Background: an optimization exercise with open tools, aiming at small area and few clock cycles per item. Do not read the settings as production practice. The RTL was checked by simulation tests, not by an equivalence proof against the original design.

==> flow/design.v (excerpt) <==
module flanger_dp (
    input  wire        clk,
    input  wire        rst_n,
    input  wire        in_valid,
    output wire        in_ready,
    input  wire [31:0] tap_a,
    input  wire [31:0] tap_b,
    input  wire [31:0] frac,
    input  wire [31:0] dry,
    input  wire [31:0] feedback,
    input  wire [31:0] mix,
    output wire        out_valid,
    output wire [31:0] wet,
    output wire [31:0] out
);
    assign in_ready = 1'b1;
    reg [6:1] v;
    always @(posedge clk) begin
        if (!rst_n) v <= 6'd0;
        else        v <= {v[5:1], in_valid};
    end
    wire [31:0] diff_ba;
    fp_add u_sub_ba (.a(tap_b), .b(tap_a), .sub(1'b1), .y(diff_ba));
    reg [31:0] s1_a, s1_fr, s1_diff, s1_dry, s1_fb, s1_m;
    always @(posedge clk) begin
        s1_a    <= tap_a;
        s1_fr   <= frac;
        s1_diff <= diff_ba;
        s1_dry  <= dry;
        s1_fb   <= feedback;
        s1_m    <= mix;
    end
    wire [31:0] fr_diff;
    fp_mul u_mul_fr (.a(s1_fr), .b(s1_diff), .y(fr_diff));
    reg [31:0] s2_a, s2_frd, s2_dry, s2_fb, s2_m;
    always @(posedge clk) begin
        s2_a   <= s1_a;
        s2_frd <= fr_diff;
        s2_dry <= s1_dry;
        s2_fb  <= s1_fb;
        s2_m   <= s1_m;
    end
    wire [31:0] delayed;
    fp_add u_add_d (.a(s2_a), .b(s2_frd), .sub(1'b0), .y(delayed));
    reg [31:0] s3_d, s3_dry, s3_fb, s3_m;
    always @(posedge clk) begin
        s3_d   <= delayed;
        s3_dry <= s2_dry;
        s3_fb  <= s2_fb;
        s3_m   <= s2_m;
    end
    wire [31:0] d_fb, one_m;
    fp_mul u_mul_fb (.a(s3_d), .b(s3_fb), .y(d_fb));
    fp_1m  u_sub_1m (.m(s3_m), .y(one_m));
    reg [31:0] s4_dfb, s4_dry, s4_m, s4_om;
    always @(posedge clk) begin
        s4_dfb <= d_fb;
        s4_dry <= s3_dry;
        s4_m   <= s3_m;
        s4_om  <= one_m;
    end
    wire [31:0] wet_w, dry_om;
    fp_add u_add_w  (.a(s4_dry), .b(s4_dfb), .sub(1'b0), .y(wet_w));
    fp_mul u_mul_dr (.a(s4_dry), .b(s4_om), .y(dry_om));
    reg [31:0] s5_wet, s5_m, s5_dom;
    always @(posedge clk) begin
        s5_wet <= wet_w;
        s5_m   <= s4_m;
  ...
clock: 21.0 ns
lec_check: 0
abc_area: 1
cap_margin: 20
core_margin: 2
core_utilization: 45
gpl_timing_driven: 0
slew_margin: 20
standard.sh (not shown) runs the stock make flow with config.mk's settings and CLKGATE_MAP_FILE= SYNTH_SCRIPT=/design/flow/synth_recipe.tcl, a recipe that flattens the netlist after the stock synthesis.
==> flow/flow/run.sh <==
#!/bin/bash
set -euo pipefail
cd "$(dirname "$0")/.."
RES=orfs/results/${FLOW_PLATFORM:-sky130hd}/flanger_dp/base

regs() { grep -oE 'sky130_fd_sc_hd__df[a-z0-9_]+ +[^ ]+' "$1" | sed 's/_[0-9]* / /' | sort; }

# 1. standard synthesis, kept for reference
bash standard.sh synth > synth_standard.log 2>&1
cp "$RES/1_2_yosys.v" standard_1_2_yosys.v
regs standard_1_2_yosys.v > regs_standard.txt

# 2. synthesis without the fine-grained abc pass
bash standard.sh clean_synth > clean_synth.log 2>&1
export SYNTH_OPERATIONS_ARGS=-noabc
if bash standard.sh synth > synth_noabc.log 2>&1; then
  regs "$RES/1_2_yosys.v" > regs_noabc.txt
else
  : > regs_noabc.txt
fi
if ! cmp -s regs_standard.txt regs_noabc.txt; then
  echo "registers differ from the standard synthesis: using the standard synthesis" | tee fallback.txt
  unset SYNTH_OPERATIONS_ARGS
  bash standard.sh clean_synth > clean_synth2.log 2>&1
  bash standard.sh synth > synth_standard2.log 2>&1
fi

# 3. the rest of the standard layout; the buffers abc put in are removed at
#    floorplan, and placement's repair_design buffers what needs it
export REMOVE_ABC_BUFFERS=1
# ports are buffered with the smallest buffer
export BUFFER_PORTS_ARGS="-buffer_cell sky130_fd_sc_hd__buf_1"
# clock tree: ORFS's default arguments, without dummy loads, with larger sink clusters
export CTS_ARGS="-sink_clustering_enable -repair_clock_nets -dont_use_dummy_load -sink_clustering_size 30 -sink_clustering_max_diameter 100"
bash standard.sh finish > layout.log 2>&1
The first run finished with timing, DRC and antenna clean.
Testbench counts at the start, summed over its fixed seeds: cycles 16,048, items 16,000.
Change:
--- a/flow/flow/run.sh
+++ b/flow/flow/run.sh
@@ -30,4 +30,2 @@
 export REMOVE_ABC_BUFFERS=1
-# ports are buffered with the smallest buffer
-export BUFFER_PORTS_ARGS="-buffer_cell sky130_fd_sc_hd__buf_1"
 # clock tree: ORFS's default arguments, without dummy loads, with larger sink clusters
What happened: Global-route usage rose by 0.25 points. Cell count is about the same. Hold slack loses 0.0088 ns. Wire length rose by 0.93%. Core utilization rose by 0.57 points.

-- afterwards: timing with drivers on the ports --
How much do the figures lean on ideal ports? The routed layouts below were timed once more, with nothing changed but the port constraints. Step 1 assumes that a clkbuf_16 drives the clock port and a buf_2 every other input. Step 2, shift: input delay + t, output delay - t, t = (earliest + latest rising clock arrival at the registers) / 2. This alone moves slack from input paths to output paths. a / b / c = ideal / step 1 / step 2; a / b = the first two.
| run | t (ns) | setup WS [ns] | hold slack, ns | latest minus earliest clock arrival (ns) | worst data-port slew with drivers (ns) |
|---|---|---|---|---|---|
| the first run | 0.813 | 1.441 / 1.441 / 0.797 | 0.274 / 0.274 / 0.274 | 0.143 / 0.144 | 0.08 |
| the second run | 0.801 | 1.273 / 1.273 / 0.547 | 0.265 / 0.265 / 0.265 | 0.147 / 0.146 | 0.10 |
After both steps every run listed still meets setup and hold. The setup slack of the second run, which loses most, moves by 0.000 ns with the drivers and by -0.726 ns with both steps.
